From an optimization exercise on the open Yosys and OpenROAD flow, aimed at small area, a short achievable clock period and few clock cycles per item; shortcuts taken in it are not production practice.
RTL that was checked went through simulation tests only; none was proved equivalent to the original.
No functional check of the RTL was part of runs 4 to 7.
Power figures rest on the tool's default switching activity, not on a simulated workload.

==> design.v <==
module crc16_ccitt (
    input  wire        clk,
    input  wire        init,    
    input  wire        en,      
    input  wire [7:0]  data_in,
    output reg  [15:0] crc,
    output reg  [15:0] crc_next
);
    function [15:0] crc_byte;
        input [15:0] c;
        input [7:0]  b;
        integer k;
        reg [15:0] r;
        begin
            r = c ^ {b, 8'h00};
            for (k = 0; k < 8; k = k + 1)
                r = r[15] ? ((r << 1) ^ 16'h1021) : (r << 1);
            crc_byte = r;
        end
    endfunction
    always @(*) begin
        if (init)
            crc_next = 16'hFFFF;
        else if (en)
            crc_next = crc_byte(crc, data_in);
        else
            crc_next = crc;
    end
    always @(posedge clk)
        crc <= crc_next;
endmodule
module rs_enc_255_223 (
    input  wire       clk,
    input  wire       en,
    input  wire       dat_nx,
    input  wire [7:0] data_nx,
    output wire [7:0] par_out
);
    function [7:0] gen_coef;
        input integer k;
        begin
            case (k)
                0:  gen_coef = 8'h01;  1:  gen_coef = 8'h5B;  2:  gen_coef = 8'h7F;
                3:  gen_coef = 8'h56;  4:  gen_coef = 8'h10;  5:  gen_coef = 8'h1E;
                6:  gen_coef = 8'h0D;  7:  gen_coef = 8'hEB;  8:  gen_coef = 8'h61;
                9:  gen_coef = 8'hA5;  10: gen_coef = 8'h08;  11: gen_coef = 8'h2A;
                12: gen_coef = 8'h36;  13: gen_coef = 8'h56;  14: gen_coef = 8'hAB;
                15: gen_coef = 8'h20;  16: gen_coef = 8'h71;  17: gen_coef = 8'h20;
                18: gen_coef = 8'hAB;  19: gen_coef = 8'h56;  20: gen_coef = 8'h36;
                21: gen_coef = 8'h2A;  22: gen_coef = 8'h08;  23: gen_coef = 8'hA5;
                24: gen_coef = 8'h61;  25: gen_coef = 8'hEB;  26: gen_coef = 8'h0D;
                27: gen_coef = 8'h1E;  28: gen_coef = 8'h10;  29: gen_coef = 8'h56;
                30: gen_coef = 8'h7F;  31: gen_coef = 8'h5B;
                default: gen_coef = 8'h01;
            endcase
        end
    endfunction
    function [7:0] gf_mul;
        input [7:0] a;
        input [7:0] b;
        integer k;
        reg [7:0] r;
        begin
            r = 8'h00;
            for (k = 7; k >= 0; k = k - 1) begin
                r = r[7] ? ((r << 1) ^ 8'h87) : (r << 1);
                if (b[k])
                    r = r ^ a;
            end
            gf_mul = r;
        end
    endfunction
    reg  [7:0] par [0:31];    
    reg  [7:0] fb;            
    assign par_out = par[0];
    wire [7:0] par0_nx = en ? (par[1] ^ gf_mul(fb, gen_coef(31))) : par[0];
    integer j;
    always @(posedge clk) begin
        fb <= (data_nx ^ par0_nx) & {8{dat_nx}};
        if (en) begin
            for (j = 0; j < 31; j = j + 1)
                par[j] <= par[j+1] ^ gf_mul(fb, gen_coef(31 - j));
            par[31] <= fb;
        end
    end
endmodule
module fx25_kiss_enc (
    input  wire        clk,
    input  wire        rst,
    input  wire        chunk_valid,
    output reg         chunk_ready,
    input  wire [7:0]  chunk_len,
    input  wire [47:0] dst_call,      
    input  wire [3:0]  dst_ssid,
    input  wire [47:0] src_call,      
    input  wire [3:0]  src_ssid,
    input  wire        in_valid,
    output reg         in_ready,
    input  wire [7:0]  in_data,
    output reg         out_valid,
    input  wire        out_ready,
    output reg  [7:0]  out_data,
    output reg         out_last,
    output reg  [15:0] skip_count
);
    localparam I_IDLE = 0, I_CMD = 1, I_TAG = 2, I_HDR = 3, I_CTL = 4, I_PID = 5,
               I_PAY = 6, I_FCS0 = 7, I_FCS1 = 8, I_PAD = 9, I_PAR = 10, I_FEND1 = 11;
    localparam [7:0] FEND = 8'hC0, FESC = 8'hDB, TFEND = 8'hDC, TFESC = 8'hDD;
    localparam [7:0] MAX_PAYLOAD = 8'd150;
    wire       len_ok = (chunk_len <= MAX_PAYLOAD);
    reg        dv;           
    reg [7:0]  owed;         
    reg [1:0]  pb_n;
    reg [7:0]  pb0, pb1;
    reg [11:0] ph;
    reg [7:0]  cnt;
    reg        a_valid, a_rs, a_crc, a_par, a_cw, a_last;
    reg [7:0]  a;
    reg        b_valid, b_rs, b_par, b_cw, b_last;
    reg [7:0]  b;
    reg        esc_pend, esc_fend;
    reg        fl_on;
    reg        skip_evt;
    wire [15:0] crc, crc_next;
    wire [7:0]  par_out;
    function [7:0] tag_byte;
        input [2:0] i;
        begin
            case (i)
                3'd0: tag_byte = 8'hCC;  3'd1: tag_byte = 8'h8F;
                3'd2: tag_byte = 8'h8A;  3'd3: tag_byte = 8'hE4;
                3'd4: tag_byte = 8'h85;  3'd5: tag_byte = 8'hE2;
                3'd6: tag_byte = 8'h98;  default: tag_byte = 8'h01;
            endcase
        end
    endfunction
    reg [7:0] hdr_byte;
    always @(*) begin
        case (cnt[3:0])
            4'd0:  hdr_byte = {dst_call[46:40], 1'b0};
            4'd1:  hdr_byte = {dst_call[38:32], 1'b0};
            4'd2:  hdr_byte = {dst_call[30:24], 1'b0};
            4'd3:  hdr_byte = {dst_call[22:16], 1'b0};
            4'd4:  hdr_byte = {dst_call[14:8],  1'b0};
            4'd5:  hdr_byte = {dst_call[6:0],   1'b0};
            4'd6:  hdr_byte = {3'b011, dst_ssid, 1'b0};
            4'd7:  hdr_byte = {src_call[46:40], 1'b0};
            4'd8:  hdr_byte = {src_call[38:32], 1'b0};
            4'd9:  hdr_byte = {src_call[30:24], 1'b0};
            4'd10: hdr_byte = {src_call[22:16], 1'b0};
            4'd11: hdr_byte = {src_call[14:8],  1'b0};
            4'd12: hdr_byte = {src_call[6:0],   1'b0};
            default: hdr_byte = {3'b011, src_ssid, 1'b1};
        endcase
    end
    wire       advance = !out_valid || out_ready;
    wire       take    = b_valid && advance && !esc_pend;    
    wire       mv      = a_valid && (!b_valid || take);      
    wire [7:0] ob      = b_par ? par_out : b;
    wire       ob_fend = (ob == FEND);
    wire       ob_esc  = b_cw && (ob_fend || (ob == FESC));
    wire tag_end  = (cnt[2:0] == 3'd7);
    wire hdr_end  = (cnt[3:0] == 4'd13);
    wire pad_end  = (cnt == 8'd222);
    wire par_end  = (cnt[4:0] == 5'd31);
    wire pay_last = (owed == 8'd0) && (pb_n == 2'd1);
    wire pay_none = (owed == 8'd0) && (pb_n == 2'd0);
    wire s_has = !((ph[I_IDLE] && (!dv || fl_on)) ||
                   (ph[I_PAY] && (pb_n == 2'd0)));
    wire s_ld = s_has && (!a_valid || mv);                   
    wire pop  = s_ld && ph[I_PAY];
    wire push = in_valid && in_ready;
    crc16_ccitt u_crc (
        .clk      (clk),
        .init     (s_ld && ph[I_IDLE]),
        .en       (mv && a_crc),
        .data_in  (a),
        .crc      (crc),
        .crc_next (crc_next)
    );
    wire [7:0] b_nx    = mv ? a : b;
    wire       b_rs_nx = !rst && (mv ? a_rs : b_rs);
    rs_enc_255_223 u_rs (
        .clk     (clk),
        .en      ((take && (b_rs || b_par)) || fl_on),
        .dat_nx  (b_rs_nx),
        .data_nx (b_nx),
        .par_out (par_out)
    );
    wire [7:0] nb = ({8{ph[I_IDLE] | ph[I_FEND1]}} & FEND) |
                    ({8{ph[I_TAG]}}  & tag_byte(cnt[2:0])) |
                    ({8{ph[I_HDR]}}  & hdr_byte) |
                    ({8{ph[I_CTL]}}  & 8'h03) |
                    ({8{ph[I_PID]}}  & 8'hF0) |
                    ({8{ph[I_PAY]}}  & pb0) |
                    ({8{ph[I_FCS0]}} & ~crc_next[7:0]) |
                    ({8{ph[I_FCS1]}} & ~crc[15:8]);
    wire nb_rs   = ph[I_HDR] | ph[I_CTL] | ph[I_PID] | ph[I_PAY] | ph[I_FCS0] | ph[I_FCS1] | ph[I_PAD];
    wire nb_crc  = ph[I_HDR] | ph[I_CTL] | ph[I_PID] | ph[I_PAY];
    wire nb_par  = ph[I_PAR];
    wire nb_cw   = !(ph[I_IDLE] | ph[I_CMD] | ph[I_FEND1]);
    wire nb_last = ph[I_FEND1];
    wire       own       = ph[I_CMD] | ph[I_TAG] | ph[I_HDR];
    wire       hdr_done  = s_ld && ph[I_HDR] && (cnt[3:0] == 4'd13);
    wire       cr_next   = !chunk_ready &&
                           (hdr_done || (!own && chunk_valid && !len_ok));
    wire       owed_load = chunk_ready && len_ok;
    wire [7:0] owed_next = owed_load ? chunk_len : (owed - {7'd0, push});
    wire       owed_nz   = owed_load ? (chunk_len != 8'd0)
                                     : ((owed != 8'd0) && !((owed == 8'd1) && push));
    reg  [1:0] pb_n_next;
    always @(*) begin
        pb_n_next = pb_n;
        if (push && !pop)
            pb_n_next = pb_n + 2'd1;
        else if (pop && !push)
            pb_n_next = pb_n - 2'd1;
    end
    always @(posedge clk) begin
        case (pb_n)
            2'd0: if (push) pb0 <= in_data;
            2'd1: begin
                      if (push && pop)  pb0 <= in_data;
                      if (push && !pop) pb1 <= in_data;
                  end
            default: if (pop) pb0 <= pb1;
        endcase
        if (s_ld) begin
            a <= nb;
            a_rs <= nb_rs; a_crc <= nb_crc; a_par <= nb_par; a_cw <= nb_cw; a_last <= nb_last;
        end
        b    <= b_nx;
        b_rs <= b_rs_nx;
        if (mv) begin
            b_par <= a_par; b_cw <= a_cw; b_last <= a_last;
        end
        if (take) begin
            out_data <= ob_esc ? FESC : ob;
            out_last <= b_last;
            esc_fend <= ob_fend;
        end else if (advance && esc_pend) begin
            out_data <= esc_fend ? TFEND : TFESC;
            out_last <= 1'b0;
        end
        if (skip_evt && (skip_count != 16'hFFFF))
            skip_count <= skip_count + 16'd1;
        if (rst) begin
            dv          <= 1'b0;
            chunk_ready <= 1'b0;
            in_ready    <= 1'b0;
            owed        <= 8'd0;
            pb_n        <= 2'd0;
            ph          <= 12'd1 << I_IDLE;
            a_valid     <= 1'b0;
            b_valid     <= 1'b0;
            esc_pend    <= 1'b0;
            out_valid   <= 1'b0;
            skip_evt    <= 1'b0;
            skip_count  <= 16'd0;
            fl_on       <= 1'b1;
            cnt         <= 8'd0;
        end else begin
            dv          <= chunk_valid && len_ok && !chunk_ready;
            chunk_ready <= cr_next;
            owed        <= owed_next;
            in_ready    <= owed_nz && (pb_n_next != 2'd2);
            pb_n        <= pb_n_next;
            skip_evt    <= chunk_valid && chunk_ready && !len_ok;
            if (fl_on) begin
                cnt <= cnt + 8'd1;
                if (cnt[4:0] == 5'd31)
                    fl_on <= 1'b0;
            end
            if (s_ld)
                a_valid <= 1'b1;
            else if (mv)
                a_valid <= 1'b0;
            if (mv)
                b_valid <= 1'b1;
            else if (take)
                b_valid <= 1'b0;
            if (advance) begin
                out_valid <= b_valid || esc_pend;
                if (esc_pend)
                    esc_pend <= 1'b0;
                else if (b_valid)
                    esc_pend <= ob_esc;
            end
            if (s_ld) begin
                if (ph[I_CMD] || (ph[I_TAG] && tag_end) || (ph[I_PAD] && pad_end))
                    cnt <= 8'd0;
                else
                    cnt <= cnt + 8'd1;
                ph[I_IDLE]  <= ph[I_FEND1];
                ph[I_CMD]   <= ph[I_IDLE];
                ph[I_TAG]   <= ph[I_CMD] | (ph[I_TAG] & !tag_end);
                ph[I_HDR]   <= (ph[I_TAG] & tag_end) | (ph[I_HDR] & !hdr_end);
                ph[I_CTL]   <= ph[I_HDR] & hdr_end;
                ph[I_PID]   <= ph[I_CTL];
                ph[I_PAY]   <= (ph[I_PID] & !pay_none) | (ph[I_PAY] & !pay_last);
                ph[I_FCS0]  <= (ph[I_PID] & pay_none) | (ph[I_PAY] & pay_last);
                ph[I_FCS1]  <= ph[I_FCS0];
                ph[I_PAD]   <= ph[I_FCS1] | (ph[I_PAD] & !pad_end);
                ph[I_PAR]   <= (ph[I_PAD] & pad_end) | (ph[I_PAR] & !par_end);
                ph[I_FEND1] <= ph[I_PAR] & par_end;
            end
        end
    end
endmodule
==> run.sh <==
#!/bin/bash
# synth_recipe.tcl (not shown) runs the flow's synth.tcl, then flattens the netlist and writes it again
# the make line also repeats each setting of config.mk as NAME=value (left out here)
make -C /OpenROAD-flow-scripts/flow DESIGN_CONFIG=/design/flow/config.mk WORK_HOME=/design/flow/orfs CLKGATE_MAP_FILE= SYNTH_SCRIPT=/design/flow/synth_recipe.tcl finish
==> config.mk <==
export PLATFORM = sky130hd
export DESIGN_NAME = fx25_kiss_enc
export DESIGN_NICKNAME = fx25_kiss_enc
export VERILOG_FILES = /design/flow/design.v
export SDC_FILE = /design/flow/constraint.sdc
export NUM_CORES = 4
export LEC_CHECK = 0
export CAP_MARGIN = 20
export CORE_MARGIN = 2
export CORE_UTILIZATION = 60
export CTS_BUF_LIST = sky130_fd_sc_hd__clkbuf_16
export CTS_CLUSTER_DIAMETER = 100
export CTS_CLUSTER_SIZE = 30
export SETUP_SLACK_MARGIN = 2.8
export SLEW_MARGIN = 20
==> constraint.sdc <==
create_clock -name core_clock -period 5.0 [get_ports {clk}]
set_input_delay 1.0000 -clock core_clock [delete_from_list [all_inputs] [get_ports {clk}]]
set_output_delay 1.0000 -clock core_clock [all_outputs]
set_load 0.01 [all_outputs]
==> results of run 1 <==
[state kept, by name, indices dropped and copies added (netlist names), 12 cells and up]
name        flops
ph             12
skip_count     16
u_crc.crc      16
u_rs.par      256
[final cells by class]
cell class / instances / share of cell area
Inverter: 32 / 0.00615
Clock inverter: 10 / 0.00174
Multi-Input combinational cell: 881 / 0.351
Timing Repair inverter: 1 / 0.000290
Timing Repair Buffer: 206 / 0.0979
Sequential cell: 386 / 0.499
Clock buffer: 18 / 0.0209
Tap cell: 390 / 0.0226
[cells in the mapped netlist (17+ instances only)]
| library cell | instances | area, um2 |
|---|---|---|
| edfxtp_1 | 298 | 8950 |
| nand2_1 | 75 | 282 |
| clkbuf_1 | 34 | 128 |
| nand3_1 | 19 | 95.1 |
| dfxtp_1 | 88 | 1760 |
| a22oi_1 | 17 | 128 |
| nor2_1 | 53 | 199 |
| inv_1 | 31 | 116 |
| a21oi_1 | 49 | 245 |
| o211ai_1 | 17 | 128 |
| mux2_2 | 17 | 191 |
| o21ai_0 | 25 | 125 |
| xor2_1 | 83 | 727 |
| mux2i_1 | 28 | 280 |
| xnor2_1 | 306 | 2680 |
[per-layer routing]
layer | vias up | wire length, um
li1 | 5169 | -
met1 | 5495 | 17700
met2 | 251 | 20100
met3 | 51 | 1430
met4 | 0 | 894
met5 | - | 0
[critical path, delay by kind of cell (launching register included)]
kind	cells	cell delay [ps]
xor gates and xnor gates	3	770
buffers and inverters	3	550
AOI/OAI and AO/OA	2	480
DFF	1	450
[cell usage in the layout, fill, tap and decap left out, types with 18 or more instances in the layout]
| cell type | Yosys | routed |
|---|---|---|
| nand2_1 | 75 | 71 |
| dfxtp_1 | 88 | 62 |
| clkdlybuf4s50_1 | 0 | 101 |
| clkdlybuf4s15_1 | 0 | 20 |
| a21oi_1 | 49 | 45 |
| clkbuf_16 | 0 | 18 |
| xor2_1 | 83 | 74 |
| buf_4 | 6 | 49 |
| nor2_1 | 53 | 52 |
| mux2i_1 | 28 | 27 |
| xnor2_1 | 306 | 289 |
| o21ai_0 | 25 | 22 |
| inv_1 | 31 | 39 |
| edfxtp_1 | 298 | 298 |
[cells by family (layout without fill, tap and decap cells)]
kind of cell             count (synthesis)  after routing  synth area share
XOR/XNOR                               411            411             0.216
flip-flops                             386            386             0.594
AND/OR/NAND/NOR                        224            224            0.0606
AO/OA/AOI/OAI                          189            189            0.0736
buffers and inverters                   89            267            0.0216
multiplexers                            46             46            0.0274
adder cells (fa/ha/maj)                 11             11           0.00763
[where the power goes]
group          total, W  internal (W)  switching, W  leakage [nW]
registers       0.00590       0.00521      0.000686          3.89
logic           0.00375       0.00197       0.00177          3.67
clock network   0.00163      0.000661      0.000968         0.275
total            0.0113       0.00784       0.00343          7.84
[worst max path at each step]
stage	startpoint	end	slack, ps	cells past startpoint
detailed placement	out_ready	a[1]	1470	7
finish	u_rs.fb[5]	u_rs.fb[1]	2680	8
CTS	u_rs.fb[0]	u_rs.fb[1]	2560	6
global placement	out_ready	a[1]	1520	7
global route	u_rs.fb[5]	u_rs.fb[1]	2600	8
floorplan	out_ready	u_rs.fb[2]	2170	6
[per-stage QoR]
| step | util | total power, W | instances | area (um2) | hold WS, ps |
|---|---|---|---|---|---|
| finish | 0.728 | 0.0113 | 1924 | 21600 | 430 |
| global route | 0.728 | 0.0118 | 1924 | 21600 | 443 |
| CTS | 0.719 | 0.0113 | 1910 | 21300 | 437 |
| detailed placement | 0.675 | 0.00945 | 1849 | 20000 | 411 |
| global placement | 0.675 | 0.00935 | 1849 | 20000 | 402 |
| floorplan | - | 0.00849 | 1356 | 18300 | 400 |
[timing repair]
action / 4_1_cts / 5_1_grt
pin swaps: 12 / 12
setup buffers: 27 / 14
resized for setup: 149 / 55
cloned: 6 / 0
setup endpoints to repair: 498 / 161
==> flow_summary.ini, run 1 <==
[setup_path]
worst_path_max_delay_cell = dfxtp_1
reg2regPathDepth = 8
cp-end-kind = flip-flop
worst-setup-path-type = reg2reg
crit_required_ps = 5450
arrival_ps = 2770
r2r_start = u_rs.fb[5]
crit_fanout = 11
regToRegSetupSlack_ps = 2680
r2r-end = u_rs.fb[1]
cpPeakStageDelay_ps = 450
start_kind = flip-flop
crit_chain = buf_12 -> xnor2_2 -> buf_4 -> xnor3_2 -> xor2_2 -> inv_1 -> a221o_1 -> a21oi_1

[hold_path]
min-delay-start = a_cw
hold_depth = 0
hold_class = reg2reg
min_to = b_cw

[timing]
fin_skew_ps = 19.9
rsz0062_at_grt = true
hold_violations = 0
worst_pin_slew_ps = 979
max_freq_ghz = 0.430
finalCritPeriodShare = 0.465
finalCriticalPeriod_ps = 2320
slew_headroom = 0.348
finalSetupTns_ps = 0
maxSlewViolCount = 0
postLayoutSetupSlackWorst_ps = 2680
setup_viol = 0

[final_layout]
fill_cells = 2009
final_nets = 1660
drive_above_1_share = 0.151
multiInputGateArea_mm2 = 0.00757
n_antenna_cell = 0
synthToLayoutAreaGrowth_pct = 19.6
regArea_mm2 = 0.0108

[die]
coreArea_mm2 = 0.0296
start_util = 0.609
io_pins = 153
die-area_mm2 = 0.0315
dieHeight_um = 177
die_w_um = 177
core.rowCount = 63

[synth]
synth-seq-cells = 386
yosys_warnings = 4
syn_avg_cell_area_um2 = 13.3
synth_enable_flop_cells = 298
syn_nets = 1492
synth-main-ff-cell = edfxtp_1
ys_async_sr_fraction = 0
yosysSeqAreaShare = 0.594
synth_cells = 1356
syn_area_mm2 = 0.0180
yosysUniqueCellTypes = 75

[global_routing]
antenna_found_initial = 0
grt-ovfl-total = 0
grt.met3_usage = 0.0266
busiest_layer = met2
grt_pass1_wl_um = 61300
grt_util_met1 = 0.353
grt_usage = 0.254
grt_use_met2 = 0.432
grt_max_degree = 74
first_global_vias = 10807

[cts]
cts_root_buf = clkbuf_16
cts_hold_buf = 0
clock_path_buffers = 3
clock_sinks = 386
path_clk_slew_ps = 120
htree_levels = 1
cts_buffers = 16
cts_tree = yes
clock_latency_ps = 530

[detailed_routing]
via_count = 10966
first_iter_violations = 759
vias_per_cell = 5.70
firstDrtPassIters = 8
drt.antenna.violating_nets = 0
wl_per_cell_um = 20.9
remaining_drc_errors = 0
wl_um = 40100

[placement]
dp_hpwl_um = 26200
pre_cts_ws_ps = 1470
gp_congestion = 0.843
port_buffers = 140

[pwr]
powerDensity_mw_per_mm2 = 522
peakVddDrop_uv = 296
power.leakage_nw = 7.84

[status]
status = timing/DRC/antenna clean

[run]
cap_violations = 0
Testbench counts, summed over its fixed seeds: cycles 34,444, frames 128.
==> run 2: changes to the inputs <==
==> flow/run.sh (new file) <==
#!/bin/bash
set -euo pipefail
export BUFFER_PORTS_ARGS="-buffer_cell sky130_fd_sc_hd__buf_1"
export CTS_ARGS="-sink_clustering_enable -repair_clock_nets -dont_use_dummy_load -buf_list sky130_fd_sc_hd__clkbuf_16 -sink_clustering_size 20 -sink_clustering_max_diameter 100"
bash standard.sh > standard_flow.log 2>&1
==> standard.sh (new file) <==
#!/bin/bash
# synth_recipe.tcl (not shown) runs the flow's synth.tcl, then flattens the netlist and writes it again
# the make line also repeats each setting of config.mk as NAME=value (left out here)
make -C /OpenROAD-flow-scripts/flow DESIGN_CONFIG=/design/flow/config.mk WORK_HOME=/design/flow/orfs CLKGATE_MAP_FILE= SYNTH_SCRIPT=/design/flow/synth_recipe.tcl "${@:-finish}"
--- a/config.mk
+++ b/config.mk
@@ -10,6 +10,3 @@
 export CORE_UTILIZATION = 60
-export CTS_BUF_LIST = sky130_fd_sc_hd__clkbuf_16
-export CTS_CLUSTER_DIAMETER = 100
-export CTS_CLUSTER_SIZE = 30
-export SETUP_SLACK_MARGIN = 2.8
+export SETUP_SLACK_MARGIN = 3.05
 export SLEW_MARGIN = 20
removed: run.sh
==> flow_summary.ini, run 2 <==
[final_layout]
drive_above_1_share = 0.292
final_cells = 2059
stdcell_area_mm2 = 0.0231
final_nets = 1807
fin_util = 0.781
layout_commonest_cell = edfxtp_1
n_antenna_cell = 0
final_cell_mix = 298 x edfxtp_1, 273 x xnor2_1, 151 x buf_4
largest_reg_flops = 256
synthToLayoutAreaGrowth_pct = 28.2
regMostFlops = u_rs.par
fill_cells = 1764
largest_registers = u_rs.par (256), skip_count (16), u_crc.crc (16)

[pwr]
power.switching_fraction = 0.309
internal_power_w = 0.00837
peakVddDrop_uv = 288
power.leakage_nw = 8.51
power_frac_comb = 0.358
clockPowerShare = 0.150
p_switching_w = 0.00374
pwr-share-seq = 0.491
powerDensity_mw_per_mm2 = 523

[timing]
maxSlewViolCount = 0
worst_pin_slew_ps = 941
hold_violations = 0
postLayoutSetupSlackWorst_ps = 2910
setup_viol = 0
finalCritPeriodShare = 0.418
slew_headroom = 0.373
fin_skew_ps = 26.3
finalSetupTns_ps = 0
finalCriticalPeriod_ps = 2090
max_freq_ghz = 0.479
rsz0062_at_grt = true

[setup_path]
regToRegSetupSlack_ps = 2910
cp-end-kind = flip-flop
crit_required_ps = 5260
crit_fanout = 6
path_buf_inv = 2
crit_chain = inv_4 -> ha_4 -> buf_6 -> a221oi_1 -> a21oi_1 -> o21ai_1 -> a31oi_1 -> a2111o_1
arrival_ps = 2350
start_kind = flip-flop
worst_path_max_delay_cell = dfxtp_4
worst-setup-path-type = reg2reg
cpPeakStageDelay_ps = 410
startpoint = cnt[1]
critPathTopFamily = compound AO/OA/AOI/OAI gates
r2r_start = cnt[1]

[placement]
place_area_mm2 = 0.0192
dpl.cell_count = 1846
port_buffers = 140
gp_congestion = 0.868
dp_hpwl_um = 25100
pre_cts_ws_ps = 1990

[synth]
synth-compound-area-share = 0.0736
synth-seq-cells = 386
syn_area_mm2 = 0.0180
synth.area.top_cells = edfxtp_1 50%, xnor2_1 15%, dfxtp_1 9.8%
synthAdderAreaFrac = 0.00763
synth_top_area_share = 0.496
syn_nets = 1492
syn_avg_cell_area_um2 = 13.3
ys_async_sr_fraction = 0
synth-simple-area-share = 0.0606
netlist.top_cell.by_area = edfxtp_1
yosys_warnings = 4
synthXorXnorAreaFrac = 0.216
synth_cells = 1356
synth_common_cells = 306 x xnor2_1, 298 x edfxtp_1, 88 x dfxtp_1
synth_enable_flop_cells = 298
synth.area.mux_share = 0.0274
synth_top_family_by_area = XOR/XNOR gates
yosysUniqueCellTypes = 75
synth-main-ff-cell = edfxtp_1
yosysSeqAreaShare = 0.594
synth.most_common_cell = xnor2_1

[die]
die_w_um = 177
coreArea_mm2 = 0.0296
start_util = 0.609
io_pins = 153
dieHeight_um = 177
core.rowCount = 63
die-area_mm2 = 0.0315

[global_routing]
grt-ovfl-total = 0
grt_usage = 0.270
grt_max_degree = 66
grt_use_met2 = 0.467
antenna_found_initial = 0
busiest_layer = met2
first_global_vias = 11490
grt_pass1_wl_um = 64900
grt.met3_usage = 0.0368
grt_util_met1 = 0.357

[cts]
cts_buffers = 23
clock_sinks = 386
cts_tree = yes
cts_root_buf = clkbuf_16
path_clk_slew_ps = 80
clock_path_buffers = 3
htree_levels = 1
clock_latency_ps = 530
cts_hold_buf = 0

[status]
status = timing/DRC/antenna clean

[detailed_routing]
firstDrtPassIters = 7
wl_um = 44400
first_iter_violations = 1010
wl_per_cell_um = 21.6
via_count = 11808
remaining_drc_errors = 0
drt.antenna.violating_nets = 0
vias_per_cell = 5.73

[hold_path]
min-delay-start = a_par
hold_class = reg2reg

[run]
cap_violations = 0
==> run 2: cell count changes in the layout (fill, tap and decap cells not counted), sizes merged, moves of 7 or more <==
cell / delta
buf: +261
clkdlybuf4s15: -21
dlygate4sd2: -7
clkdlybuf4s50: -101
inv: -12
clkbuf: +16
==> run 2: cell type report <==
type / count / area, um2 / share of cell area
timing repair buffer: 344 / 2760 / 0.119
inverter: 32 / 149 / 0.00644
multi-input combinational: 883 / 8350 / 0.361
timing repair inverter: 1 / 6.26 / 0.000270
clock buffer: 23 / 576 / 0.0249
sequential: 386 / 10800 / 0.467
tap: 390 / 488 / 0.0211
==> run 2: logic make-up (layout without fill, tap and decap cells) <==
logic type	Yosys count	count (layout)
xor gates and xnor gates	411	411
DFF	386	386
and+or+nand+nor	224	226
AOI/OAI and AO/OA	189	189
buffers and inverters	89	400
muxes	46	46
adders and majority gates	11	11
==> run 2: per-stage QoR <==
stage	hold slack, ps	power (W)
2_1_floorplan	400	0.00852
3_3_place_gp	402	0.00928
3_5_place_dp	406	0.00941
4_1_cts	427	0.0117
5_1_grt	434	0.0127
6_report	426	0.0121
==> run 2: repair_timing <==
action | CTS | global route
cloned | 7 | 5
buffers inserted | 108 | 70
endpoints found under the setup margin | 575 | 283
gates resized for setup | 203 | 134
pin swaps | 37 | 66
==> run 2: final timing paths <==
check,endpoint,cells after the start
setup / recovery,a[1],8
hold / removal,b_par,0
setup reg to reg,a[1],8
hold reg to reg,b_par,0
==> run 2: layer usage <==
layer / vias up / share of wire
met4: 0 / 0.029
met2: 367 / 0.51
li1: 5481 / -
met5: - / 0
met3: 82 / 0.047
met1: 5878 / 0.42
==> run 2: power groups by stage <==
stage	Clock, W	Combinational (W)	Sequential [W]
final	0.00182	0.00434	0.00595
after global routing	0.00194	0.00470	0.00606
after CTS	0.00186	0.00393	0.00591
after detailed placement	0	0.00347	0.00594
after global placement	0	0.00335	0.00593
after floorplan	0	0.00280	0.00572
==> run 3: changes to the inputs <==
--- a/config.mk
+++ b/config.mk
@@ -10,3 +10,3 @@
 export CORE_UTILIZATION = 60
-export SETUP_SLACK_MARGIN = 3.05
+export SETUP_SLACK_MARGIN = 2.8
 export SLEW_MARGIN = 20
==> flow_summary.ini, run 3 <==
[timing]
max_freq_ghz = 0.461
hold_violations = 0
setup_viol = 0
postLayoutSetupSlackWorst_ps = 2830
finalSetupTns_ps = 0
finalCriticalPeriod_ps = 2170
slew_headroom = 0.366
finalCritPeriodShare = 0.434
holdWs_ps = 433
maxSlewViolCount = 0
worst_pin_slew_ps = 951
fin_skew_ps = 27.7
rsz0062_at_grt = true

[final_layout]
largest_registers = u_rs.par (256), skip_count (16), u_crc.crc (16)
synthToLayoutAreaGrowth_pct = 14.8
regMostFlops = u_rs.par
fin_util = 0.699
n_antenna_cell = 0
layout_commonest_cell = edfxtp_1
final_cell_mix = 298 x edfxtp_1, 291 x xnor2_1, 139 x buf_1
final_nets = 1677
final_cells = 1929
fill_cells = 2177
largest_reg_flops = 256
drive_above_1_share = 0.144

[synth]
synth.most_common_cell = xnor2_1
synth-main-ff-cell = edfxtp_1
syn_area_mm2 = 0.0180
yosysSeqAreaShare = 0.594
syn_avg_cell_area_um2 = 13.3
synth_enable_flop_cells = 298
synth.area.top_cells = edfxtp_1 50%, xnor2_1 15%, dfxtp_1 9.8%
synth_cells = 1356
syn_nets = 1492
synth_common_cells = 306 x xnor2_1, 298 x edfxtp_1, 88 x dfxtp_1
yosysUniqueCellTypes = 75
synth_top_area_share = 0.496
netlist.top_cell.by_area = edfxtp_1
yosys_warnings = 4
synth-seq-cells = 386
ys_async_sr_fraction = 0

[placement]
gp_congestion = 0.855
dp_hpwl_um = 25600
pre_cts_ws_ps = 1860
port_buffers = 140
dpl.cell_count = 1852

[detailed_routing]
drt.antenna.violating_nets = 0
remaining_drc_errors = 0
highest_layer = met4
wl_per_cell_um = 20.1
wl_met2_um = 19200
drt-met1-wl_um = 17100
vias_per_cell = 5.64
first_iter_violations = 838
wl_um = 38800
via_count = 10882
route.met3.wl_um = 1590
firstDrtPassIters = 5

[die]
coreArea_mm2 = 0.0296
die_w_um = 177
io_pins = 153
start_util = 0.609
dieHeight_um = 177
core.rowCount = 63
die-area_mm2 = 0.0315

[setup_path]
start_kind = flip-flop
r2r_start = u_rs.fb[6]
worst-setup-path-type = reg2reg
cp-end-kind = flip-flop
regToRegSetupSlack_ps = 2830
r2r-end = u_rs.par[12][6]
reg2regPathDepth = 6
crit_required_ps = 5270
arrival_ps = 2440
crit_fanout = 12

[hold_path]
min-delay-start = a_cw
min_to = b_cw
hold_class = reg2reg
hold_depth = 0

[global_routing]
grt_usage = 0.247
antenna_found_initial = 0
grt_pass1_wl_um = 59500
first_global_vias = 10580
grt_max_degree = 83
grt-ovfl-total = 0

[status]
status = timing/DRC/antenna clean

[cts]
cts_buffers = 23
clock_path_buffers = 3
cts_hold_buf = 0
htree_levels = 1
clock_sinks = 386
path_clk_slew_ps = 90
clock_latency_ps = 530
cts_root_buf = clkbuf_16
cts_tree = yes

[pwr]
peakVddDrop_uv = 275
powerDensity_mw_per_mm2 = 550
power.leakage_nw = 7.36

[run]
cap_violations = 0
==> run 3: cell count changes in the layout (fill, tap and decap cells not counted), moves of 11 or more <==
cell and delta:
buf_6 -36, xnor2_1 +18, buf_12 -11, dfxtp_2 -11, xnor2_4 -15, dfxtp_1 +23
dfxtp_4 -12, buf_4 -90, buf_1 +32
==> run 3: stage by stage <==
stage          instance area (um2)  total power [W]
2_1_floorplan                18300          0.00849
3_3_place_gp                 19200          0.00928
3_5_place_dp                 19200          0.00939
4_1_cts                      20300           0.0114
5_1_grt                      20700           0.0120
6_report                     20700           0.0114
==> run 3: layout make-up <==
class                      instances  area [um2]  area share
multi-input combinational        881        7520       0.363
tap                              390         488      0.0235
sequential                       386       10700       0.519
inverter                          32         134     0.00646
clock buffer                      23         576      0.0278
timing repair buffer             216        1260      0.0606
timing repair inverter             1        6.26    0.000302
==> run 3: logic make-up (layout without fill, tap and decap cells) <==
family | Yosys count | in the layout | share of synthesized area
simple gates | 224 | 224 | 0.0606
compound gates | 189 | 189 | 0.0736
buf+inv | 89 | 272 | 0.0216
flops | 386 | 386 | 0.594
fa+ha+maj | 11 | 11 | 0.00763
xor+xnor | 411 | 411 | 0.216
mux | 46 | 46 | 0.0274
==> run 3: repair_timing <==
action                                  in CTS  in global routing
gates resized for setup                     66                 27
buffers inserted                            25                 26
endpoints found under the setup margin     456                 55
pin swaps                                   10                  8
cloned                                       1                  2
==> run 3: where the power goes <==
part | leakage [nW] | internal [W] | switching [W]
registers | 3.88 | 0.00522 | 0.000661
clock network | 0.283 | 0.000819 | 0.000995
logic | 3.19 | 0.00192 | 0.00178
==> run 3: critical path: stages (launching register included) <==
cell and delay [ps]:
dfxtp_1 310, buf_4 300, xnor2_2 100, buf_4 230
xnor2_2 470, xor2_2 360, xnor2_1 120
==> run 3: how the worst max path moves through the flow <==
stage | from | to | slack (ps) | cells past startpoint
finish | u_rs.fb[6] | u_rs.par[12][6] | 2830 | 6
global route | u_rs.fb[6] | u_rs.par[18][6] | 2710 | 6
detailed placement | out_ready | a[1] | 1860 | 7
CTS | u_rs.fb[6] | u_rs.par[12][6] | 2620 | 6
floorplan | out_ready | u_rs.fb[2] | 2170 | 6
global placement | out_ready | a[1] | 1880 | 7
==> run 3: layer usage <==
layer	global-route usage	up-vias
met1	0.343	5351
li1	-	5206
met5	0	-
met3	0.0287	58
met2	0.418	267
met4	0.0605	0
==> run 4: changes to the inputs <==
--- a/design.v
+++ b/design.v
@@ -112,4 +112,4 @@
     reg [7:0]  owed;         
-    reg [1:0]  pb_n;
-    reg [7:0]  pb0, pb1;
+    reg        pb_v;
+    reg [7:0]  pb0;
     reg [11:0] ph;
@@ -165,9 +165,10 @@
     wire par_end  = (cnt[4:0] == 5'd31);
-    wire pay_last = (owed == 8'd0) && (pb_n == 2'd1);
-    wire pay_none = (owed == 8'd0) && (pb_n == 2'd0);
+    wire push     = in_valid && in_ready;
+    wire pay_has  = pb_v || push;
+    wire pay_last = pb_v ? (owed == 8'd0) : (push && (owed == 8'd1));
+    wire pay_none = (owed == 8'd0) && !pb_v;
     wire s_has = !((ph[I_IDLE] && (!dv || fl_on)) ||
-                   (ph[I_PAY] && (pb_n == 2'd0)));
+                   (ph[I_PAY] && !pay_has));
     wire s_ld = s_has && (!a_valid || mv);                   
     wire pop  = s_ld && ph[I_PAY];
-    wire push = in_valid && in_ready;
     crc16_ccitt u_crc (
@@ -194,3 +195,3 @@
                     ({8{ph[I_PID]}}  & 8'hF0) |
-                    ({8{ph[I_PAY]}}  & pb0) |
+                    ({8{ph[I_PAY]}}  & (pb_v ? pb0 : in_data)) |
                     ({8{ph[I_FCS0]}} & ~crc_next[7:0]) |
@@ -210,19 +211,6 @@
                                      : ((owed != 8'd0) && !((owed == 8'd1) && push));
-    reg  [1:0] pb_n_next;
-    always @(*) begin
-        pb_n_next = pb_n;
-        if (push && !pop)
-            pb_n_next = pb_n + 2'd1;
-        else if (pop && !push)
-            pb_n_next = pb_n - 2'd1;
-    end
+    wire       pb_v_next = pb_v ? !pop : (push && !pop);
     always @(posedge clk) begin
-        case (pb_n)
-            2'd0: if (push) pb0 <= in_data;
-            2'd1: begin
-                      if (push && pop)  pb0 <= in_data;
-                      if (push && !pop) pb1 <= in_data;
-                  end
-            default: if (pop) pb0 <= pb1;
-        endcase
+        if (!pb_v)
+            pb0 <= in_data;
         if (s_ld) begin
@@ -251,3 +239,3 @@
             owed        <= 8'd0;
-            pb_n        <= 2'd0;
+            pb_v        <= 1'b0;
             ph          <= 12'd1 << I_IDLE;
@@ -265,4 +253,4 @@
             owed        <= owed_next;
-            in_ready    <= owed_nz && (pb_n_next != 2'd2);
-            pb_n        <= pb_n_next;
+            in_ready    <= owed_nz && !pb_v_next;
+            pb_v        <= pb_v_next;
             skip_evt    <= chunk_valid && chunk_ready && !len_ok;
--- a/config.mk
+++ b/config.mk
@@ -10,3 +10,3 @@
 export CORE_UTILIZATION = 60
-export SETUP_SLACK_MARGIN = 2.8
+export SETUP_SLACK_MARGIN = 2.6
 export SLEW_MARGIN = 20
==> flow_summary.ini, run 4 <==
[global_routing]
antenna_found_initial = 0
grt_max_degree = 76
grt_usage = 0.242
grt_pass1_wl_um = 58300
first_global_vias = 10460
grt-ovfl-total = 0

[final_layout]
final_cells = 1869
stdcell_area_mm2 = 0.0197
n_antenna_cell = 0
largest_registers = u_rs.par (256), skip_count (16), u_crc.crc (16)
layout_commonest_cell = edfxtp_1
drive_above_1_share = 0.0896
final_cell_mix = 282 x edfxtp_1, 279 x xnor2_1, 139 x buf_1
final_nets = 1621
synthToLayoutAreaGrowth_pct = 10.9
largest_reg_flops = 256
regMostFlops = u_rs.par

[cts]
path_clk_slew_ps = 80
cts_buffers = 22
clock_latency_ps = 540
cts_tree = yes
htree_levels = 1
clock_sinks = 377
clock_path_buffers = 3
cts_root_buf = clkbuf_16

[pwr]
total_power_w = 0.00936
powerDensity_mw_per_mm2 = 476
power.leakage_nw = 7.10
peakVddDrop_uv = 243

[synth]
syn_avg_cell_area_um2 = 13.2
synth_common_cells = 286 x xnor2_1, 282 x edfxtp_1, 95 x dfxtp_1
synth-main-ff-cell = edfxtp_1
synth.most_common_cell = xnor2_1
yosysSeqAreaShare = 0.585
syn_area_mm2 = 0.0177
yosysUniqueCellTypes = 68
synth_top_area_share = 0.478
yosys_warnings = 4
synth.area.top_cells = edfxtp_1 48%, xnor2_1 14%, dfxtp_1 11%
netlist.top_cell.by_area = edfxtp_1
synth-seq-cells = 377
synth_cells = 1348
ys_async_sr_fraction = 0
synth_enable_flop_cells = 282
syn_nets = 1482

[die]
die_w_um = 176
core.rowCount = 62
start_util = 0.613
dieHeight_um = 176
io_pins = 153
die-area_mm2 = 0.0309
coreArea_mm2 = 0.0289

[detailed_routing]
firstDrtPassIters = 5
first_iter_violations = 726
wl_per_cell_um = 19.9
remaining_drc_errors = 0
wl_um = 37200
vias_per_cell = 5.71
drt.antenna.violating_nets = 0
via_count = 10666

[timing]
hold_violations = 0
finalCritPeriodShare = 0.471
holdWs_ps = 424
slew_headroom = 0.330
max_freq_ghz = 0.425
fin_skew_ps = 36.9
setup_viol = 0
finalCriticalPeriod_ps = 2350
postLayoutSetupSlackWorst_ps = 2650
worst_pin_slew_ps = 1010
rsz0062_at_grt = true
maxSlewViolCount = 0

[setup_path]
crit_required_ps = 5180
cpPeakStageDelay_ps = 540
worst-setup-path-type = in2reg
start_kind = input pin
crit_fanout = 75
crit_chain = buf_1 -> nor2b_4 -> o41ai_4 -> buf_12 -> bufbuf_16
worst_path_max_delay_cell = bufbuf_16
arrival_ps = 2540
regToRegSetupSlack_ps = 2670
cp-end-kind = flip-flop

[run]
cap_violations = 0

[placement]
dp_hpwl_um = 24600
gp_congestion = 0.819
place_area_mm2 = 0.0186
dpl.cell_count = 1830
pre_cts_ws_ps = 1690
port_buffers = 140

[hold_path]
hold_class = reg2reg

[status]
status = timing/DRC/antenna clean
## run 4: kinds of logic (layout without fill, tap and decap cells)
kind of cell             after synthesis  count (layout)  share of synthesized area
AO/OA/AOI/OAI                        196             196                     0.0775
adder cells (fa/ha/maj)                9               9                    0.00635
XOR/XNOR                             396             396                      0.218
buffers and inverters                 83             220                     0.0210
AND/OR/NAND/NOR                      245             245                     0.0672
flip-flops                           377             377                      0.585
multiplexers                          42              42                     0.0247
## run 4: metrics by stage
step	util	TNS, ps
floorplan	-	-1360800
global placement	0.644	0
detailed placement	0.644	0
CTS	0.671	0
global route	0.679	0
finish	0.679	0
## run 4: routing by layer
metal / wire (um) / part of all wire / vias up / global-route usage
li1: - / - / 5085 / -
met1: 16500 / 0.44 / 5348 / 0.333
met2: 18800 / 0.50 / 194 / 0.423
met3: 1270 / 0.034 / 39 / 0.0273
met4: 635 / 0.017 / 0 / 0.0441
met5: 0 / 0 / - / 0
## run 4: layout make-up
class                      instances  area (um2)
sequential                       377       10400
fill                            2167        9280
multi-input combinational        888        7260
timing repair buffer             175         882
clock buffer                      22         551
tap                              384         480
inverter                          22        86.3
timing repair inverter             1        7.51
## run 4: power breakdown
group / leakage (nW) / internal (W) / total, W / switching (W)
clock: 0.271 / 0.000784 / 0.00174 / 0.000952
sequential: 3.87 / 0.00483 / 0.00544 / 0.000608
combinational: 2.96 / 0.00118 / 0.00218 / 0.000998
total: 7.10 / 0.00680 / 0.00936 / 0.00256
## run 4: worst paths after layout
| path | start | endpoint | cells after the start |
|---|---|---|---|
| max | out_ready | u_rs.par[1][4] | 5 |
| max reg2reg | u_rs.fb[2] | u_rs.fb[7] | 6 |
| min reg2reg | a_par | b_par | 0 |
| min | a_par | b_par | 0 |
## run 4: what timing repair did
action / CTS / global route
cloned: 2 / 0
pin swaps: 1 / 6
hold buffers: 0 / 0
setup endpoints to repair: 314 / 55
gates resized for setup: 33 / 26
setup buffers: 3 / 12
## run 4: worst max-delay path: cells and delay by family
family	cells	cell delay, ps
AND/OR/NAND/NOR	1	100
buffers and inverters	3	1100
AO/OA/AOI/OAI	1	260
==> run 5: changes to the inputs <==
--- a/config.mk
+++ b/config.mk
@@ -10,3 +10,3 @@
 export CORE_UTILIZATION = 60
-export SETUP_SLACK_MARGIN = 2.6
+export SETUP_SLACK_MARGIN = 2.8
 export SLEW_MARGIN = 20
==> flow_summary.ini, run 5 <==
[detailed_routing]
firstDrtPassIters = 5
drt.antenna.violating_nets = 0
wl_um = 38500
first_iter_violations = 872
vias_per_cell = 5.66
wl_per_cell_um = 20.0
remaining_drc_errors = 0
via_count = 10896

[timing]
maxSlewViolCount = 0
fin_skew_ps = 41.5
setup_viol = 0
finalCriticalPeriod_ps = 2220
rsz0062_at_grt = true
max_freq_ghz = 0.451
slew_headroom = 0.314
finalCritPeriodShare = 0.443
worst_pin_slew_ps = 1020
hold_violations = 0
finalSetupTns_ps = 0

[die]
core.rowCount = 62
coreArea_mm2 = 0.0289
die_w_um = 176
io_pins = 153
dieHeight_um = 176
die-area_mm2 = 0.0309
start_util = 0.613

[setup_path]
cp-end-kind = flip-flop
startpoint = cnt[0]
path_buf_inv = 2
crit_required_ps = 5280
cpPeakStageDelay_ps = 420
crit_fanout = 29
worst_path_max_delay_cell = a2111oi_2
worst-setup-path-type = reg2reg
r2r_start = cnt[0]
arrival_ps = 2490
crit_chain = inv_1 -> ha_1 -> buf_12 -> a221oi_2 -> a21oi_1 -> a2111oi_2 -> a2111oi_2 -> a211o_1
start_kind = flip-flop
critPathMostFrequentCell = a2111oi_2
critPathTopFamily = compound AO/OA/AOI/OAI gates

[synth]
synth.area.top_cells = edfxtp_1 48%, xnor2_1 14%, dfxtp_1 11%
syn_area_mm2 = 0.0177
synth_enable_flop_cells = 282
ys_async_sr_fraction = 0
yosysUniqueCellTypes = 68
synth-seq-cells = 377
synth-main-ff-cell = edfxtp_1
syn_nets = 1482
synth_top_area_share = 0.478
yosysSeqAreaShare = 0.585
synth_common_cells = 286 x xnor2_1, 282 x edfxtp_1, 95 x dfxtp_1
syn_avg_cell_area_um2 = 13.2
yosys_warnings = 4
synth_cells = 1348
netlist.top_cell.by_area = edfxtp_1
synth.most_common_cell = xnor2_1

[pwr]
power_frac_comb = 0.241
pwr-share-seq = 0.576
powerDensity_mw_per_mm2 = 465
power.leakage_nw = 7.44
p_switching_w = 0.00262
clockPowerShare = 0.183
power.switching_fraction = 0.276
internal_power_w = 0.00686
total_power_w = 0.00948
peakVddDrop_uv = 345

[status]
status = timing/DRC/antenna clean

[final_layout]
final_nets = 1677
layout_commonest_cell = edfxtp_1
fin_util = 0.705
drive_above_1_share = 0.133
n_antenna_cell = 0
final_cell_mix = 282 x edfxtp_1, 276 x xnor2_1, 139 x buf_1
stdcell_area_mm2 = 0.0204
synthToLayoutAreaGrowth_pct = 15.0
largest_registers = u_rs.par (256), skip_count (16), u_crc.crc (16)
regMostFlops = u_rs.par
largest_reg_flops = 256

[global_routing]
grt_max_degree = 59
antenna_found_initial = 0
grt_pass1_wl_um = 59200
grt-ovfl-total = 0
grt_usage = 0.246
first_global_vias = 10481

[placement]
gp_congestion = 0.827
dp_hpwl_um = 24900
port_buffers = 140
place_area_mm2 = 0.0186

[cts]
cts_root_buf = clkbuf_16
clock_latency_ps = 550
clock_sinks = 377
cts_buffers = 22
htree_levels = 1
clock_path_buffers = 3
path_clk_slew_ps = 90
cts_tree = yes

[hold_path]
hold_class = reg2reg
min-delay-start = a_par

[run]
cap_violations = 0
-- run 5: power groups by stage --
stage / clock (W) / sequential, W / combinational (W)
6_report: 0.00174 / 0.00546 / 0.00228
5_1_grt: 0.00188 / 0.00557 / 0.00252
4_1_cts: 0.00177 / 0.00546 / 0.00223
3_5_place_dp: 0 / 0.00549 / 0.00214
3_3_place_gp: 0 / 0.00548 / 0.00206
2_1_floorplan: 0 / 0.00530 / 0.00173
-- run 5: through the flow --
step                instances  hold slack (ps)  setup slack (ps)
detailed placement       1831              414              1630
global placement         1831              408              1690
floorplan                1348              400             -5890
global route             1925              447              2720
finish                   1925              433              2780
CTS                      1877              436              2720
-- run 5: repair_timing --
| item | 4_1_cts | 5_1_grt |
|---|---|---|
| hold buffers | 0 | 0 |
| pin swaps | 9 | 15 |
| gates cloned | 3 | 1 |
| resized for setup | 69 | 32 |
| setup buffers | 21 | 47 |
| setup endpoints to repair | 406 | 229 |
-- run 5: worst paths after layout --
| check | slack, ps | cells past startpoint | endpoint |
|---|---|---|---|
| setup / recovery | 2780 | 8 | a[7] |
| hold / removal | 430 | 0 | b_par |
| hold reg to reg | 430 | 0 | b_par |
| setup reg to reg | 2780 | 8 | a[7] |
-- run 5: routing by layer --
layer	track usage	wire, um	vias to the layer above
met5	0	0	-
met4	0.0455	615	0
met3	0.0286	1720	42
met2	0.419	19200	270
met1	0.348	17100	5381
li1	-	-	5203
-- run 5: cell type report --
type                            instances  area (um2)
Sequential cell                       377       10400
Fill cell                            2024        8550
Tap cell                              384         480
Multi-Input combinational cell        890        7410
Timing Repair Buffer                  229        1450
Timing Repair inverter                  1        7.51
Inverter                               22        86.3
Clock buffer                           22         551
-- run 5: cell families (layout without fill, tap and decap cells) --
| group | count (synthesis) | in the layout | share of synthesized area |
|---|---|---|---|
| compound gates | 196 | 196 | 0.0775 |
| xor+xnor | 396 | 396 | 0.218 |
| fa+ha+maj | 9 | 9 | 0.00635 |
| buf+inv | 83 | 274 | 0.0210 |
| flops | 377 | 377 | 0.585 |
| mux | 42 | 42 | 0.0247 |
| simple gates | 245 | 247 | 0.0672 |
==> run 6: changes to the inputs <==
--- a/config.mk
+++ b/config.mk
@@ -12 +12,2 @@
 export SLEW_MARGIN = 20
+export TNS_END_PERCENT = 10
==> flow_summary.ini, run 6 <==
[timing]
hold_violations = 0
fin_skew_ps = 26.8
slew_headroom = 0.322
finalCriticalPeriod_ps = 2300
finalSetupTns_ps = 0
maxSlewViolCount = 0
setup_viol = 0
rsz0062_at_grt = true
finalCritPeriodShare = 0.460
postLayoutSetupSlackWorst_ps = 2700
worst_pin_slew_ps = 1020
max_freq_ghz = 0.435

[detailed_routing]
highest_layer = met4
route.met3.wl_um = 1460
drt.antenna.violating_nets = 0
first_iter_violations = 725
via_count = 10757
remaining_drc_errors = 0
vias_per_cell = 5.69
wl_um = 37800
firstDrtPassIters = 5
wl_per_cell_um = 20.0
wl_met2_um = 18700
drt-met1-wl_um = 16800

[hold_path]
hold_class = reg2reg
hold_depth = 0

[final_layout]
fill_cells = 2060
drive_above_1_share = 0.107
largest_registers = u_rs.par (256), skip_count (16), u_crc.crc (16)
final_nets = 1644
fin_util = 0.690
synthToLayoutAreaGrowth_pct = 12.6
n_antenna_cell = 0
layout_commonest_cell = edfxtp_1
final_cell_mix = 282 x edfxtp_1, 279 x xnor2_1, 139 x buf_1
regMostFlops = u_rs.par
largest_reg_flops = 256

[status]
status = timing/DRC/antenna clean

[synth]
syn_area_mm2 = 0.0177
synth_cells = 1348
syn_avg_cell_area_um2 = 13.2
yosysSeqAreaShare = 0.585
yosysUniqueCellTypes = 68
synth_top_area_share = 0.478
ys_async_sr_fraction = 0
syn_nets = 1482
synth-seq-cells = 377
synth_enable_flop_cells = 282
synth_common_cells = 286 x xnor2_1, 282 x edfxtp_1, 95 x dfxtp_1
netlist.top_cell.by_area = edfxtp_1
synth.most_common_cell = xnor2_1
synth.area.top_cells = edfxtp_1 48%, xnor2_1 14%, dfxtp_1 11%
synth-main-ff-cell = edfxtp_1
yosys_warnings = 4

[die]
io_pins = 153
die-area_mm2 = 0.0309
start_util = 0.613
dieHeight_um = 176
coreArea_mm2 = 0.0289
core.rowCount = 62
die_w_um = 176

[global_routing]
grt_usage = 0.244
grt_pass1_wl_um = 58600
grt_max_degree = 86
antenna_found_initial = 0
grt-ovfl-total = 0
first_global_vias = 10552

[run]
cap_violations = 0

[placement]
dp_hpwl_um = 24700
port_buffers = 140
gp_congestion = 0.832
pre_cts_ws_ps = 1510

[setup_path]
path_buf_inv = 1
cpPeakStageDelay_ps = 540
worst_path_max_delay_cell = xnor2_4
worst-setup-path-type = reg2reg
cp-end-kind = flip-flop
reg2regPathDepth = 5
crit_chain = buf_4 -> xnor2_4 -> xor2_2 -> xor2_1 -> xnor2_1
crit_required_ps = 5270
start_kind = flip-flop
critPathTopFamily = XOR/XNOR gates
crit_fanout = 10
arrival_ps = 2570
cp.depth = 5

[cts]
cts_hold_buf = 0
cts_buffers = 22
cts_tree = yes
path_clk_slew_ps = 80
htree_levels = 1
clock_sinks = 377
clock_path_buffers = 3
cts_root_buf = clkbuf_16
clock_latency_ps = 530

[pwr]
powerDensity_mw_per_mm2 = 471
power.leakage_nw = 7.25
peakVddDrop_uv = 313
run 6: cell counts after synthesis:
No cell type changed its count.
run 6: final cells by class:
class	count	area (um2)	share of cell area
clock buffers	22	551	0.0276
repair buffers	198	1150	0.0577
well taps	384	480	0.0241
inverters	22	86.3	0.00433
multi-input cells	888	7280	0.365
flip-flops and latches	377	10400	0.521
repair inverters	1	7.51	0.000376
run 6: per-stage QoR:
stage / instances / hold slack [ps] / area, um2 / total power (W)
floorplan: 1348 / 400 / 17700 / 0.00703
global placement: 1830 / 408 / 18600 / 0.00757
detailed placement: 1830 / 408 / 18600 / 0.00763
CTS: 1881 / 427 / 19700 / 0.00945
global route: 1892 / 432 / 20000 / 0.00987
finish: 1892 / 426 / 20000 / 0.00939
run 6: logic make-up (layout without fill, tap and decap cells):
| logic type | Yosys count | count (layout) | share of synthesized area |
|---|---|---|---|
| AND/OR/NAND/NOR | 245 | 245 | 0.0672 |
| adder cells (fa/ha/maj) | 9 | 9 | 0.00635 |
| flip-flops | 377 | 377 | 0.585 |
| XOR/XNOR | 396 | 396 | 0.218 |
| multiplexers | 42 | 42 | 0.0247 |
| AO/OA/AOI/OAI | 196 | 196 | 0.0775 |
| buffers and inverters | 83 | 243 | 0.0210 |
run 6: final timing paths:
check / start / endpoint / slack, ps
setup / recovery: u_rs.fb[6] / u_rs.par[13][4] / 2700
hold reg to reg: a_par / b_par / 430
setup reg to reg: u_rs.fb[6] / u_rs.par[13][4] / 2700
hold / removal: a_par / b_par / 430
run 6: power by group:
group	total (W)	internal, W	switching, W
sequential	0.00546	0.00483	0.000623
clock	0.00172	0.000783	0.000934
combinational	0.00221	0.00119	0.00102
total	0.00939	0.00681	0.00257
run 6: metal layers:
metal / global-route usage / vias to the layer above
met5: 0 / -
met4: 0.0616 / 0
met3: 0.0286 / 57
met2: 0.417 / 234
met1: 0.335 / 5328
li1: - / 5138
run 6: timing repair:
item | CTS | global route
buffers inserted | 27 | 8
setup endpoints to repair | 379 | 141
pin swaps | 11 | 2
resized for setup | 67 | 9
cloned | 2 | 3
run 6: worst reg2reg max path, stage by stage, from the launching register on:
cell     delay, ps
dfxtp_1        370
buf_4          260
xnor2_4        550
xor2_2         450
xor2_1         290
xnor2_1        140
==> run 7: changes to the inputs <==
--- a/config.mk
+++ b/config.mk
@@ -9,5 +9,4 @@
 export CORE_MARGIN = 2
-export CORE_UTILIZATION = 60
-export SETUP_SLACK_MARGIN = 2.8
+export CORE_UTILIZATION = 70
+export SETUP_SLACK_MARGIN = 2.75
 export SLEW_MARGIN = 20
-export TNS_END_PERCENT = 10
==> flow_summary.ini, run 7 <==
[status]
status = timing/DRC/antenna clean

[pwr]
p_switching_w = 0.00269
power_frac_comb = 0.240
total_power_w = 0.00954
clockPowerShare = 0.184
powerDensity_mw_per_mm2 = 475
pwr-share-seq = 0.576
peakVddDrop_uv = 374
power.switching_fraction = 0.282
internal_power_w = 0.00684
power.leakage_nw = 7.33

[final_layout]
layout_commonest_cell = edfxtp_1
regArea_mm2 = 0.0104
multiInputGateArea_mm2 = 0.00741
regMostFlops = u_rs.par
synthToLayoutAreaGrowth_pct = 13.3
n_antenna_cell = 0
drive_above_1_share = 0.126
largest_registers = u_rs.par (256), skip_count (16), u_crc.crc (16)
fill_cells = 1501
final_cells = 1859
largest_reg_flops = 256
final_cell_mix = 282 x edfxtp_1, 274 x xnor2_1, 139 x buf_1
final_nets = 1665

[die]
io_pins = 153
dieHeight_um = 163
die-area_mm2 = 0.0266
coreArea_mm2 = 0.0250
start_util = 0.708
die_w_um = 163
core.rowCount = 58

[global_routing]
antenna_found_initial = 1
grt_usage = 0.283
grt-ovfl-total = 0
first_global_vias = 10634
grt_pass1_wl_um = 57900
grt_max_degree = 124

[synth]
synth-compound-area-share = 0.0775
synth.most_common_cell = xnor2_1
synthXorXnorAreaFrac = 0.218
syn_area_mm2 = 0.0177
synth_common_cells = 286 x xnor2_1, 282 x edfxtp_1, 95 x dfxtp_1
synth_cells = 1348
ys_async_sr_fraction = 0
synth.area.mux_share = 0.0247
synth-main-ff-cell = edfxtp_1
yosys_warnings = 4
synth_enable_flop_cells = 282
synth.area.top_cells = edfxtp_1 48%, xnor2_1 14%, dfxtp_1 11%
yosysUniqueCellTypes = 68
syn_nets = 1482
syn_avg_cell_area_um2 = 13.2
yosysSeqAreaShare = 0.585
synthAdderAreaFrac = 0.00635
synth_top_family_by_area = XOR/XNOR gates
netlist.top_cell.by_area = edfxtp_1
synth_top_area_share = 0.478
synth-seq-cells = 377
synth-simple-area-share = 0.0672

[placement]
gp_congestion = 0.834
dpl.cell_count = 1775
port_buffers = 140
dp_hpwl_um = 24500

[cts]
cts_buffers = 22
path_clk_slew_ps = 90
clock_sinks = 377
clock_path_buffers = 3
clock_latency_ps = 540
cts_root_buf = clkbuf_16
cts_tree = yes
htree_levels = 1

[timing]
worst_pin_slew_ps = 1040
holdWs_ps = 433
finalCriticalPeriod_ps = 2230
maxSlewViolCount = 0
rsz0062_at_grt = true
finalCritPeriodShare = 0.446
slew_headroom = 0.306
hold_violations = 0
fin_skew_ps = 35.7
setup_viol = 0
finalSetupTns_ps = 0
max_freq_ghz = 0.448

[detailed_routing]
wl_um = 38900
via_count = 11156
wl_per_cell_um = 20.9
drt.antenna.violating_nets = 0
first_iter_violations = 1055
vias_per_cell = 6.00
firstDrtPassIters = 5
remaining_drc_errors = 0

[setup_path]
arrival_ps = 2620
worst-setup-path-type = reg2reg
cp-end-kind = flip-flop
crit_fanout = 13
start_kind = flip-flop
crit_required_ps = 5390

[run]
cap_violations = 0

[hold_path]
hold_class = reg2reg
run 7: cells by family after synthesis:
logic type / after synthesis
compound gates: 196
xor+xnor: 396
fa+ha+maj: 9
buf+inv: 83
flops: 377
mux: 42
simple gates: 245
run 7: worst paths after layout:
kind                    from          to  slack (ps)  cells after the start
setup / recovery  u_rs.fb[0]  u_rs.fb[0]        2770                      6
hold / removal         a_par       b_par         430                      0
setup reg to reg  u_rs.fb[0]  u_rs.fb[0]        2770                      6
hold reg to reg        a_par       b_par         430                      0
run 7: area by class of cell:
| class | instances | share of cell area |
|---|---|---|
| timing repair inverter | 1 | 0.000374 |
| timing repair buffer | 218 | 0.0607 |
| tap | 330 | 0.0206 |
| sequential | 377 | 0.518 |
| multi-input combinational | 889 | 0.369 |
| inverter | 22 | 0.00430 |
| clock buffer | 22 | 0.0274 |
run 7: per-layer routing:
metal,vias up,track usage,routed length [um]
li1,5170,-,-
met1,5539,0.392,16300
met2,377,0.484,19700
met3,70,0.0289,1830
met4,0,0.0760,1060
met5,-,0,0
run 7: stage by stage:
| step | utilization | instance area (um2) | setup slack (ps) |
|---|---|---|---|
| 2_1_floorplan | - | 17700 | -5890 |
| 3_3_place_gp | 0.741 | 18600 | 1710 |
| 3_5_place_dp | 0.742 | 18600 | 1640 |
| 4_1_cts | 0.782 | 19600 | 2590 |
| 5_1_grt | 0.802 | 20100 | 2670 |
| 6_report | 0.802 | 20100 | 2770 |
run 7: repair_timing:
item,CTS,global route
endpoints found under the hold margin,0,0
buffers inserted,20,40
gates cloned,2,0
resized for setup,51,31
pin swaps,8,7
hold buffers,0,0
setup endpoints to repair,425,291
run 7: power groups by stage:
| stage | combinational, W | clock (W) | sequential (W) |
|---|---|---|---|
| after floorplan | 0.00172 | 0 | 0.00530 |
| after global placement | 0.00205 | 0 | 0.00548 |
| after detailed placement | 0.00214 | 0 | 0.00550 |
| after CTS | 0.00223 | 0.00177 | 0.00547 |
| after global routing | 0.00252 | 0.00186 | 0.00558 |
| final | 0.00229 | 0.00175 | 0.00549 |
run 7: critical path: stages (launching register included):
cell and delay (ps):
dfxtp_1 330, buf_6 260, xnor3_2 570, xor3_1 460
mux2i_1 210, nand3_1 100, nor3b_1 150

afterwards: timing with drivers on the ports:
How much do the figures lean on ideal ports? The routed layouts below were timed once more, with nothing changed but the port constraints. Step 1 (the two cells are an assumption about what drives the block):
set clk [get_ports {clk}]
set_driving_cell -lib_cell sky130_fd_sc_hd__clkbuf_16 $clk
set_driving_cell -lib_cell sky130_fd_sc_hd__buf_2 [delete_from_list [all_inputs] $clk]
Step 2 adds t to the input delays and takes it off the output delays; t is the mean of the earliest and latest rising clock arrival at the registers after step 1. Input paths then give back, and output paths get back, about the clock's delay inside the block. Slacks: no drivers / after step 1 / after step 2; pairs: no drivers / after step 1.
run	t (ns)	setup slack, ns	worst data-port slew with drivers (ns)	pins driven straight from the clock port
run 1	0.571	2.675 / 2.675 / 2.251	0.05	1
run 2	0.572	2.911 / 2.879 / 2.465	0.06	1
run 3	0.571	2.831 / 2.795 / 2.289	0.05	1
run 4	0.570	2.646 / 2.664 / 2.095	0.05	1
run 5	0.578	2.784 / 2.784 / 2.305	0.05	1
run 6	0.568	2.701 / 2.701 / 2.248	0.05	1
run 7	0.575	2.770 / 2.770 / 2.245	0.05	1
After both steps setup and hold are still met in every run listed. For run 4, which loses most, drivers alone change the setup slack by +0.018 ns; drivers and shift together by -0.551 ns.
